This design comes from an exercise in tuning for small area and few clock cycles on the open sky130 flow, not from production work.
RTL that was checked went through simulation tests only; none was proved equivalent to the original.
Only the layout flow was run in run 2; the RTL was not checked for function there.
Power and IR drop assume default switching activity.

[design.v]
module mb_rtu_rx (
    input  wire       clk,
    input  wire       rst,           
    input  wire [7:0] cfg_unit_id,   
    input  wire       rx_valid,      
    input  wire [7:0] rx_byte,
    input  wire       rx_mid,        
    input  wire       rx_silence,    
    output wire       rx_ready,
    output reg        ev_valid,
    output reg  [3:0] ev_code,
    output wire       pdu_valid,
    output wire [7:0] pdu_data,
    output wire       pdu_last,
    output wire       pdu_bcast,
    input  wire       pdu_ready
);
    localparam [3:0] EV_ACCEPT   = 4'd1;
    localparam [3:0] EV_BCAST    = 4'd2;
    localparam [3:0] EV_OTHER    = 4'd3;
    localparam [3:0] EV_TIMEOUT  = 4'd4;
    localparam [3:0] EV_SHORT    = 4'd5;
    localparam [3:0] EV_CRC      = 4'd6;
    localparam [3:0] EV_T15      = 4'd7;
    localparam [3:0] EV_OVERFLOW = 4'd8;
    localparam [1:0] S_IDLE = 2'd0;
    localparam [1:0] S_RECV = 2'd1;
    localparam [1:0] S_DISC = 2'd2;
    localparam QW = 3;               
    localparam QD = 1 << QW;
    localparam OW = 4;               
    localparam RS = 1 << OW;         
    localparam RW = 8 - OW;          
    localparam RN = 1 << RW;         
    reg  [1:0]  state;
    reg  [15:0] crc;         
    reg         ovf;         
    reg         uid_b;       
    reg         uid_m;       
    reg  [8:0]  wr;          
    reg  [8:0]  fs;          
    reg  [8:0]  rd;          
    wire [RW:0] wr_r = wr[8:OW];
    wire [RW:0] rd_r = rd[8:OW];
    reg  [7:0]  q_end [0:QD-1];
    reg         q_bc  [0:QD-1];
    reg  [QW:0] q_wp;
    reg  [QW:0] q_rp;
    wire q_empty = (q_wp == q_rp);
    wire q_full  = (q_wp == {~q_rp[QW], q_rp[QW-1:0]});
    reg  [15:0] crc_in;
    reg  [15:0] crc_upd;
    integer     i;
    always @(*) begin
        crc_in  = (state == S_IDLE) ? 16'hFFFF : crc;
        crc_upd = crc_in ^ {8'h00, rx_byte};
        for (i = 0; i < 8; i = i + 1)
            crc_upd = crc_upd[0] ? ((crc_upd >> 1) ^ 16'hA001) : (crc_upd >> 1);
    end
    wire [7:0]  nstored = wr[7:0] - fs[7:0];     
    wire        at_max  = (nstored == 8'd255);   
    wire [RW:0] rdist   = wr_r - rd_r;
    wire        full    = rdist[RW];             
    wire append = (state == S_RECV) && !rx_mid && !at_max;
    assign rx_ready = rx_silence ? !q_full : !(rx_valid && append && full);
    wire take_byte = rx_valid && rx_ready;
    wire take_sil  = rx_silence && !rx_valid && rx_ready;
    wire wr_en     = take_byte && append;
    wire crc_ok  = (crc == 16'h0000);
    wire long_ok = (nstored >= 8'd3);
    wire commit  = take_sil && (state == S_RECV) && long_ok && crc_ok && (uid_b || uid_m);
    wire [8:0] f_end = wr - 9'd3;              
    reg  [8*RS-1:0] row [0:RN-1];
    reg  [OW-1:0]   pos [0:RN-1];              
    wire [RN-1:0]   aligned;
    wire            rd_go;
    genvar r;
    generate
        for (r = 0; r < RN; r = r + 1) begin : g_row
            wire is_wr = (wr_r[RW-1:0] == r);
            wire is_rd = (rd_r[RW-1:0] == r);
            assign aligned[r] = (pos[r] == RS - 1);
            wire do_wr = wr_en && is_wr;
            wire do_al = !is_wr && !aligned[r];
            wire shift = do_wr || do_al || (rd_go && is_rd);
            always @(posedge clk) begin
                if (shift)
                    row[r] <= {row[r][8*RS-9:0], rx_byte};
                if (do_wr)
                    pos[r] <= (wr[OW-1:0] == 0) ? {OW{1'b0}} : pos[r] + 1'b1;
                else if (do_al)
                    pos[r] <= pos[r] + 1'b1;
            end
        end
    endgenerate
    wire [8*RS-1:0] rd_row = row[rd_r[RW-1:0]];
    assign pdu_valid = !q_empty && aligned[rd_r[RW-1:0]];
    assign pdu_data  = rd_row[8*RS-1 -: 8];
    assign pdu_last  = (rd[7:0] == q_end[q_rp[QW-1:0]]);
    assign pdu_bcast = q_bc[q_rp[QW-1:0]];
    assign rd_go     = pdu_valid && pdu_ready;
    always @(posedge clk) begin
        if (commit) begin
            q_end[q_wp[QW-1:0]] <= f_end[7:0];
            q_bc[q_wp[QW-1:0]]  <= uid_b;
        end
    end
    always @(posedge clk) begin
        if (rst) begin
            state    <= S_IDLE;
            crc      <= 16'hFFFF;
            ovf      <= 1'b0;
            uid_b    <= 1'b0;
            uid_m    <= 1'b0;
            wr       <= 9'd0;
            fs       <= 9'd0;
            rd       <= 9'd0;
            q_wp     <= {(QW+1){1'b0}};
            q_rp     <= {(QW+1){1'b0}};
            ev_valid <= 1'b0;
            ev_code  <= 4'd0;
        end else begin
            ev_valid <= 1'b0;
            if (rd_go) begin
                if (pdu_last) begin
                    rd   <= {rd_r + 1'b1, {OW{1'b0}}};
                    q_rp <= q_rp + 1'b1;
                end else begin
                    rd   <= rd + 9'd1;
                end
            end
            if (commit)
                q_wp <= q_wp + 1'b1;
            case (state)
                S_IDLE: begin
                    if (take_byte) begin
                        crc   <= crc_upd;
                        uid_b <= (rx_byte == 8'h00);
                        uid_m <= (rx_byte == cfg_unit_id);
                        state <= S_RECV;
                    end else if (take_sil) begin
                        ev_valid <= 1'b1;
                        ev_code  <= EV_TIMEOUT;
                    end
                end
                S_RECV: begin
                    if (take_byte) begin
                        if (rx_mid) begin
                            ovf   <= 1'b0;
                            state <= S_DISC;
                            wr    <= fs;
                        end else if (at_max) begin
                            ovf   <= 1'b1;
                            state <= S_DISC;
                            wr    <= fs;
                        end else begin
                            wr    <= wr + 9'd1;
                            crc   <= crc_upd;
                        end
                    end else if (take_sil) begin
                        ev_valid <= 1'b1;
                        state    <= S_IDLE;
                        if (commit) begin
                            wr <= {f_end[8:OW] + 1'b1, {OW{1'b0}}};
                            fs <= {f_end[8:OW] + 1'b1, {OW{1'b0}}};
                        end else begin
                            wr <= fs;
                        end
                        if (!long_ok)
                            ev_code <= EV_SHORT;
                        else if (!crc_ok)
                            ev_code <= EV_CRC;
                        else if (uid_b)
                            ev_code <= EV_BCAST;
                        else if (uid_m)
                            ev_code <= EV_ACCEPT;
                        else
                            ev_code <= EV_OTHER;
                    end
                end
                default: begin
                    if (take_sil) begin
                        ev_valid <= 1'b1;
                        ev_code  <= ovf ? EV_OVERFLOW : EV_T15;
                        state    <= S_IDLE;
                    end
                end
            endcase
        end
    end
endmodule
[run.sh]
#!/bin/bash
# synth_recipe.tcl (not shown) runs the flow's synth.tcl, then flattens the netlist and writes it again
# the make line also repeats each setting of config.mk as NAME=value (left out here)
make -C /OpenROAD-flow-scripts/flow DESIGN_CONFIG=/design/flow/config.mk WORK_HOME=/design/flow/orfs CLKGATE_MAP_FILE= SYNTH_SCRIPT=/design/flow/synth_recipe.tcl finish
[config.mk]
export PLATFORM = sky130hd
export DESIGN_NAME = mb_rtu_rx
export DESIGN_NICKNAME = mb_rtu_rx
export VERILOG_FILES = /design/flow/design.v
export SDC_FILE = /design/flow/constraint.sdc
export NUM_CORES = 4
export LEC_CHECK = 0
export CAP_MARGIN = 20
export CORE_MARGIN = 2
export CORE_UTILIZATION = 40
export SLEW_MARGIN = 20
export SYNTH_MEMORY_MAX_BITS = 4096
[constraint.sdc]
create_clock -name core_clock -period 10.0 [get_ports {clk}]
set_input_delay 2.0000 -clock core_clock [delete_from_list [all_inputs] [get_ports {clk}]]
set_output_delay 2.0000 -clock core_clock [all_outputs]
set_load 0.01 [all_outputs]
==> metrics.yaml, run 1 <==
layout.nets: 3415
dp.cells: 5527
avgViaCountPerCell: 4.679
track_usage: 0.1176
cpPeakStageDelay_ns: 0.67
grt_overflow: 0
die_width_um: 432.1
clk_pin_slew_ns: 0.06
antenna_found_initial: 10
worstSetupStartpointType: "flip-flop"
dp_slack_ns: 3.352
clock_skew_ns: 0.05384
cpMostUsedCell: "inv_1"
cts_hold_buffers: 0
p_leak_nw: 29.18
r2r_end: "row[15][23]$_DFFE_PP_"
ys_ff_latch: 2248
cts_max_level: 4
criticalPathCategory: "reg2out"
crit_fanout: 14
grt_pass1_wl_mm: 165.8
nFillCells: 14700
postRouteAntennaNets: 0
worst_ep_required_time_ns: 8.00
cts_setup_buffers: 0
ys_warn_count: 3
die_y_um: 432.1
clock-sinks: 2248
ir_drop_uv: 195.4
cts_buffer_depth: 3
hold_violations: 0
layout_setup_ws_ns: 3.322
post_drt_wl_per_cell_um: 18.53
cp_slowest_cell: "a21oi_2"
final_cell_mix: "edfxtp_1, clkbuf_16, nor2_1"
syn_area_per_cell_um2: 23.52
grt_pass1_vias: 27420
synthArstFlopShare: 0
drive_above_1_share: 0.1252
dp_hpwl_mm: 61.88
stdcell_count: 5925
wl_mm: 109.8
hp-start: "row[5][109]$_DFFE_PP_"
syn_nets: 3176
critPathCaptureType: "output port"
clk_latency_ns: 0.83
synth.cell_area_um2: 73290
synth_edf_count: 2184
first_pass_iters: 7
cts_root_buf: "clkbuf_16"
cts_repair_resize_count: 0
maxSlewViolCount: 0
cts_made_buffers: 211
io_buffers: 38
fin_crit_sh: 0.6678
ys.flop_type: "edfxtp_1"
cts_tree: "done"
fmax_mhz: 149.7
reg2reg_depth: 14
fin_tns_setup_ns: 0
final_common_cell: "edfxtp_1"
rr_startpoint: "wr[0]$_SDFFE_PP0P_"
drcViolationCount: 0
pwr_density_cell_nw_per_um2: 308.1
coreArea_um2: 182500
netlist_instances: 3116
hold_depth: 0
start_util: 0.4016
die_area_um2: 186700
seq_area_frac_synth: 0.9123
path_cells: "inv_1, ha_1, inv_1, fa_1, a211o_1, and2_1, a311oi_2, nor3b_2, a21oi_2, a41oi_1, clkdlybuf4s50_1"
gp_congestion: 0.8083
cp.arrival_ns: 4.68
tightest_slew_ns: 1.022
rows: 157
rsz0062_at_grt: "no"
dpl_cell_area_um2: 76900
grt_max_degree: 93
rrSetupSlack_ns: 3.42
slew_headroom: 0.3167
area_delta_synth_final_pct: 14.28
finalInstanceArea_um2: 83760
cap_violations: 0
drtIter0Drc: 2841
pin_count: 39
synth_cell_types: 87
worstHoldEndpoint: "row[5][117]$_DFFE_PP_"
dr_total_vias: 27720
finalSetupViolCount: 0
holdWs_ns: 0.3801
status: "complete, no violations"
hp-class: "reg2reg"
finalCriticalPeriod_ns: 6.678
==> Yosys cell counts (4+ instances only) <==
master,number,share of area
nand2_1,42,0.0022
buf_2,9,0.00061
inv_1,16,0.00082
mux2i_1,38,0.0052
a21oi_1,48,0.0033
nand3b_1,4,0.00041
nor3_4,9,0.0020
ha_1,37,0.0063
a211oi_1,9,0.00092
mux2_2,10,0.0015
edfxtp_1,2184,0.89
mux4_2,10,0.0031
nor4_1,12,0.0010
nand4_1,8,0.00068
a211oi_2,4,0.00068
nor3_1,20,0.0014
a22oi_1,21,0.0022
a221oi_1,6,0.00072
and3_1,21,0.0018
nand2b_1,13,0.0011
dfxtp_1,64,0.017
xnor2_1,63,0.0075
nor2_1,125,0.0064
a211o_1,13,0.0016
buf_1,8,0.00041
clkbuf_1,33,0.0017
a31oi_1,8,0.00068
nor3b_1,10,0.0010
o211ai_1,4,0.00041
a222oi_1,13,0.0018
buf_6,7,0.0011
o21ai_0,17,0.0012
mux4_1,14,0.0050
xor2_1,44,0.0053
nand3_1,37,0.0025
and2_1,6,0.00051
nor2b_1,28,0.0024
o21bai_1,21,0.0022
o21a_1,8,0.00082
==> power by group <==
group          total (mW)  internal, mW  leakage [nW]  switching [mW]
Clock                7.72          4.39          3.34            3.33
Combinational        1.24         0.322          2.62           0.918
Sequential           16.8          15.6          23.2            1.23
Total                25.8          20.3          29.2            5.47
==> layer usage <==
| metal | track usage | wire (um) |
|---|---|---|
| met4 | 0.05772 | 4632 |
| met2 | 0.1806 | 51370 |
| met1 | 0.1611 | 48630 |
| met5 | 0 | 0 |
| met3 | 0.02357 | 5158 |
==> worst max-delay path: cells and delay by family, from the launching register on <==
kind                       cells  cell delay (ns)
adders and majority gates      2             0.61
and+or+nand+nor                2             0.28
buffers and inverters          3             0.89
AOI/OAI and AO/OA              4             1.71
DFF                            1             0.37
==> kinds of logic after synthesis <==
family / count (synthesis) / share of synthesized area
buf+inv: 82 / 0.005582
simple gates: 362 / 0.02675
xor+xnor: 107 / 0.01279
fa+ha+maj: 38 / 0.006590
flops: 2248 / 0.9123
mux: 72 / 0.01482
compound gates: 207 / 0.02117
==> state kept, by name (all words and copies together) (netlist names), 2 cells and up, named ones only <==
name / flops
row: 2048
state: 2
crc: 16
fs: 9
wr: 9
q_end: 64
rd: 9
q_rp: 4
q_wp: 4
pos: 64
ev_code: 4
q_bc: 8
==> layout make-up <==
type / instances / area [um^2] / share of cell area
antenna: 3 / 7.507 / 0.00008963
clock buffer: 250 / 5466 / 0.06526
clock inverter: 145 / 1380 / 0.01648
inverter: 19 / 71.32 / 0.0008515
multi-input combinational: 786 / 6228 / 0.07436
sequential: 2248 / 66870 / 0.7983
tap: 2385 / 2984 / 0.03563
timing repair buffer: 89 / 757.0 / 0.009037
==> worst max-delay path by stage <==
stage,slack (ns),cells after the start,to,start
global route,3.01,11,rx_ready,wr[0]$_SDFFE_PP0P_
CTS,3.21,11,rx_ready,wr[0]$_SDFFE_PP0P_
global placement,3.43,7,row[15][4]$_DFFE_PP_,rx_mid
floorplan,0.80,5,row[0][0]$_DFFE_PP_,pdu_ready
finish,3.32,11,rx_ready,wr[0]$_SDFFE_PP0P_
detailed placement,3.35,7,row[15][4]$_DFFE_PP_,rx_mid
==> through the flow <==
| stage | util | total power, mW |
|---|---|---|
| final | 0.4590 | 25.80 |
| after CTS | 0.4589 | 26.15 |
| after detailed placement | 0.4214 | 18.32 |
| after floorplan | - | 17.52 |
| after global routing | 0.4590 | 26.98 |
| after global placement | 0.4214 | 18.08 |
Testbench counts, summed over its fixed seeds: cycles 30,767.
==> inputs of run 2 (changes only) <==
==> design.v (replaced) <==
module mb_rtu_rx (
    input  wire       clk,
    input  wire       rst,           
    input  wire [7:0] cfg_unit_id,   
    input  wire       rx_valid,      
    input  wire [7:0] rx_byte,
    input  wire       rx_mid,        
    input  wire       rx_silence,    
    output wire       rx_ready,
    output reg        ev_valid,
    output reg  [3:0] ev_code,
    output wire       pdu_valid,
    output wire [7:0] pdu_data,
    output wire       pdu_last,
    output reg        pdu_bcast,
    input  wire       pdu_ready
);
    localparam [3:0] EV_ACCEPT   = 4'd1;
    localparam [3:0] EV_BCAST    = 4'd2;
    localparam [3:0] EV_OTHER    = 4'd3;
    localparam [3:0] EV_TIMEOUT  = 4'd4;
    localparam [3:0] EV_SHORT    = 4'd5;
    localparam [3:0] EV_CRC      = 4'd6;
    localparam [3:0] EV_T15      = 4'd7;
    localparam [3:0] EV_OVERFLOW = 4'd8;
    localparam [1:0] S_IDLE = 2'd0;
    localparam [1:0] S_RECV = 2'd1;
    localparam [1:0] S_DISC = 2'd2;
    localparam [1:0] S_SEND = 2'd3;
    localparam [8:0] MAX_FRAME = 9'd256;
    localparam [8:0] MIN_FRAME = 9'd4;
    reg  [1:0]  state;
    reg  [8:0]  rx_len;      
    reg  [15:0] crc;         
    reg  [3:0]  reason;      
    reg  [7:0]  rd_ptr;      
    reg  [7:0]  fb [0:255];
    reg  [15:0] crc_in;
    reg  [15:0] crc_upd;
    integer     i;
    always @(*) begin
        crc_in  = (state == S_IDLE) ? 16'hFFFF : crc;
        crc_upd = crc_in ^ {8'h00, rx_byte};
        for (i = 0; i < 8; i = i + 1)
            crc_upd = crc_upd[0] ? ((crc_upd >> 1) ^ 16'hA001) : (crc_upd >> 1);
    end
    wire store = rx_valid && ((state == S_IDLE) ||
                              (state == S_RECV && !rx_mid && rx_len != MAX_FRAME));
    wire [7:0] wr_ptr = (state == S_IDLE) ? 8'd0 : rx_len[7:0];
    always @(posedge clk) begin
        if (store)
            fb[wr_ptr] <= rx_byte;
    end
    wire [8:0] last_ptr = rx_len - 9'd3;    
    assign rx_ready  = (state != S_SEND);
    assign pdu_valid = (state == S_SEND);
    assign pdu_data  = fb[rd_ptr];
    assign pdu_last  = ({1'b0, rd_ptr} == last_ptr);
    always @(posedge clk) begin
        if (rst) begin
            state     <= S_IDLE;
            rx_len    <= 9'd0;
            crc       <= 16'hFFFF;
            reason    <= 4'd0;
            rd_ptr    <= 8'd0;
            ev_valid  <= 1'b0;
            ev_code   <= 4'd0;
            pdu_bcast <= 1'b0;
        end else begin
            ev_valid <= 1'b0;
            case (state)
                S_IDLE: begin
                    if (rx_valid) begin
                        rx_len <= 9'd1;
                        crc    <= crc_upd;
                        state  <= S_RECV;
                    end else if (rx_silence) begin
                        ev_valid <= 1'b1;
                        ev_code  <= EV_TIMEOUT;
                    end
                end
                S_RECV: begin
                    if (rx_valid) begin
                        if (rx_mid) begin
                            reason <= EV_T15;
                            state  <= S_DISC;
                        end else if (rx_len == MAX_FRAME) begin
                            reason <= EV_OVERFLOW;
                            state  <= S_DISC;
                        end else begin
                            rx_len <= rx_len + 9'd1;
                            crc    <= crc_upd;
                        end
                    end else if (rx_silence) begin
                        ev_valid <= 1'b1;
                        state    <= S_IDLE;
                        if (rx_len < MIN_FRAME) begin
                            ev_code <= EV_SHORT;
                        end else if (crc != 16'h0000) begin
                            ev_code <= EV_CRC;
                        end else if (fb[0] == 8'h00) begin
                            ev_code   <= EV_BCAST;
                            pdu_bcast <= 1'b1;
                            rd_ptr    <= 8'd1;
                            state     <= S_SEND;
                        end else if (fb[0] == cfg_unit_id) begin
                            ev_code   <= EV_ACCEPT;
                            pdu_bcast <= 1'b0;
                            rd_ptr    <= 8'd1;
                            state     <= S_SEND;
                        end else begin
                            ev_code <= EV_OTHER;
                        end
                    end
                end
                S_DISC: begin
                    if (rx_silence && !rx_valid) begin
                        ev_valid <= 1'b1;
                        ev_code  <= reason;
                        state    <= S_IDLE;
                    end
                end
                S_SEND: begin
                    if (pdu_ready) begin
                        if (pdu_last)
                            state <= S_IDLE;
                        else
                            rd_ptr <= rd_ptr + 8'd1;
                    end
                end
            endcase
        end
    end
endmodule
==> run 2 against run 1 <==
Combinational power increased by 100%. Global-route usage up 7.9 points. Fmax is 13% lower. Sequential cell count decreased by 149. Critical path depth is 1 lower. Hold slack improved by 0.084 ns. First-iteration DRC count is 85% higher. Die area rose by 12%. Final area up 11%. Critical endpoint is now pdu_data[1]. Largest cell class unchanged.
==> metrics.yaml, run 2 <==
cts_repair_resize_count: 0
path_buf_inv: 4
yosysTopAreaCell: "edfxtp_1"
ys.flop_type: "edfxtp_1"
pwr_density_cell_nw_per_um2: 216.4
synth_top_family_by_area: "multiplexers"
drcViolationCount: 0
dr_total_vias: 40270
cpMostUsedCell: "buf_12"
start_util: 0.4029
synth_xor_area_frac: 0.005945
insertedDiodeCount: 0
pin_count: 39
criticalPathCategory: "reg2out"
fmax_mhz: 130.6
clk_latency_ns: 0.87
io_buffers: 38
die_width_um: 458.2
path_depth: 10
p_leak_nw: 27.47
grt_pass1_wl_mm: 298.2
synth_cell_types: 73
yosys.area_share.adder: 0.001062
track_usage: 0.1966
worst_ep_required_time_ns: 8.00
worstSetupStartpointType: "flip-flop"
first_pass_iters: 6
grt_overflow: 0
clock-sinks: 2099
cp.arrival_ns: 5.66
cts_root_buf: "clkbuf_16"
yosys-mux-area-fraction: 0.1577
dp_hpwl_mm: 124.0
clock_skew_ns: 0.03941
hold_depth: 2
nFillCells: 17120
drtIter0Drc: 5254
clk_pin_slew_ns: 0.06
reg2reg_depth: 9
cts_buffer_depth: 3
hold_violations: 0
path_cells: "buf_12, buf_12, mux4_2, mux2i_1, o22ai_1, a211o_1, a221oi_1, nor4_1, buf_4, clkdlybuf4s50_1"
yosys.area_share.simple: 0.03130
status: "complete, no violations"
synth.cell_area_um2: 82510
cts_tree: "done"
coreArea_um2: 204800
synth_compound_area_frac: 0.02992
fin_crit_sh: 0.7657
layout.nets: 4121
cts_hold_buffers: 0
cap_violations: 0
cpPeakStageDelay_ns: 0.88
yosysMostFrequentCell: "edfxtp_1"
ys_ff_latch: 2099
rsz0062_at_grt: "no"
yosys-top-cells-area: "edfxtp_1, mux4_2, mux2i_1, nor2_1, dfxtp_1"
grt_max_degree: 205
drive_above_1_share: 0.2227
synthArstFlopShare: 0
seq_area_frac_synth: 0.7578
ir_drop_uv: 189.4
rows: 166
post_drt_wl_per_cell_um: 29.82
critical-path-top-delay-family: "buffers and inverters"
final_util: 0.4530
fin_tns_setup_ns: 0
synth_top_cell_area_share: 0.7454
ys_warn_count: 1
tightest_slew_ns: 1.183
wl_mm: 207.6
slew_headroom: 0.2039
area_delta_synth_final_pct: 12.44
critPathCaptureType: "output port"
largest-register: "fb"
maxSlewViolCount: 0
power.total_mw: 20.08
postRouteAntennaNets: 0
gp_congestion: 0.7982
final_common_cell: "edfxtp_1"
final_cell_mix: "edfxtp_1, mux4_2, nor2_1"
largest_reg_flops: 2048
cts_setup_buffers: 0
cp_slowest_cell: "dfxtp_4"
crit_fanout: 54
antenna_found_initial: 5
finalCriticalPeriod_ns: 7.657
netlist_instances: 3996
syn_nets: 4025
avgViaCountPerCell: 5.786
hp-class: "reg2reg"
finalSetupViolCount: 0
grt_pass1_vias: 40280
die_area_um2: 209900
cts_made_buffers: 206
cts_max_level: 4
die_y_um: 458.2
holdWs_ns: 0.4640
synthTopCellsByCount: "edfxtp_1, mux4_2, nor2_1"
synth_edf_count: 2048
syn_area_per_cell_um2: 20.65
[run 2: changes by cell type after synthesis, moves of 30 or more]
cell / previous run / this run
mux4_2: 10 / 503
nor2_1: 125 / 317
edfxtp_1: 2184 / 2048
mux2i_1: 38 / 158
buf_2: 9 / 76
buf_4: 3 / 65
clkbuf_1: 33 / 83
nand2_1: 42 / 86
a22oi_1: 21 / 59
ha_1: 37 / 7
o22ai_1: 3 / 33
[run 2: metrics by stage]
stage | std cells | setup WS, ns | area (um^2)
2_1_floorplan | 3996 | 5.721 | 82510
3_3_place_gp | 6571 | 2.905 | 85940
3_5_place_dp | 6572 | 3.055 | 85950
4_1_cts | 6959 | 2.115 | 92760
5_1_grt | 6959 | 2.069 | 92770
6_report | 6959 | 2.343 | 92770
[run 2: worst min-delay path, stage by stage (launching register included)]
cell and delay (ns):
dfxtp_1 0.31, nand2_1 0.06, a21oi_1 0.05
[run 2: path summary, 6_finish.rpt]
| kind | startpoint | endpoint | slack, ns |
|---|---|---|---|
| max | flip-flop | pdu_data[1] | 2.34 |
| min | ev_code[3]$_SDFFE_PP0P_ | ev_code[3]$_SDFFE_PP0P_ | 0.46 |
| max reg2reg | rx_len[0]$_SDFFE_PP0P_ | fb[194][6]$_DFFE_PP_ | 5.08 |
| min reg2reg | ev_code[3]$_SDFFE_PP0P_ | ev_code[3]$_SDFFE_PP0P_ | 0.46 |
[run 2: layout make-up]
type                    count  area (um^2)  area share
inverters                   9        33.78   0.0003642
repair buffers            130         1306     0.01408
well taps                2688         3363     0.03625
clock inverters           130         1375     0.01482
clock buffers             257         5429     0.05852
flip-flops and latches   2099        62530      0.6741
multi-input cells        1646        18730      0.2019
[run 2: per-layer routing]
metal / up-vias / routed length, um / global-route usage
li1: 16760 / - / -
met1: 21640 / 88370 / 0.2847
met2: 1596 / 98550 / 0.3084
met3: 278 / 15620 / 0.03572
met4: 0 / 5006 / 0.05154
met5: - / 0 / 0
[run 2: power by group]
group          leakage (nW)  switching, mW  total [mW]  internal (mW)
combinational          5.34           1.37        2.52           1.15
sequential             18.8         0.0846        9.77           9.68
clock                  3.31           3.39        7.79           4.40
[run 2: kinds of logic (layout without fill, tap and decap cells)]
family	Yosys count	after routing
flops	2099	2099
mux	670	670
simple gates	581	581
compound gates	336	336
buf+inv	251	526
xor+xnor	52	52
fa+ha+maj	7	7

port drivers added, routing unchanged:
The flow's constraints put no driver on any port. The routed layouts listed below were extracted and timed again, unchanged, in two steps.
Step 1, drivers: a clkbuf_16 drives clk and a buf_2 each remaining input, both assumed.
Step 2 moves the port delays by t, midway between the first and last clock arrival at a register: inputs arrive t later, outputs are due t later. That takes back most of the time a late clock gives input paths.
Slacks: ideal / step 1 / step 2; pairs: ideal / step 1.
| run | shift t [ns] | setup WS [ns] | worst setup path after step 2 | pins driven straight from the clock port |
|---|---|---|---|---|
| run 1 | 0.885 | 3.322 / 3.244 / 3.294 | input to register | 1 |
| run 2 | 0.924 | 2.343 / 2.257 / 3.181 | register to output | 1 |
After both steps every run listed still meets setup and hold. For run 1, which loses most, drivers alone change the setup slack by -0.078 ns; drivers and shift together by -0.028 ns.
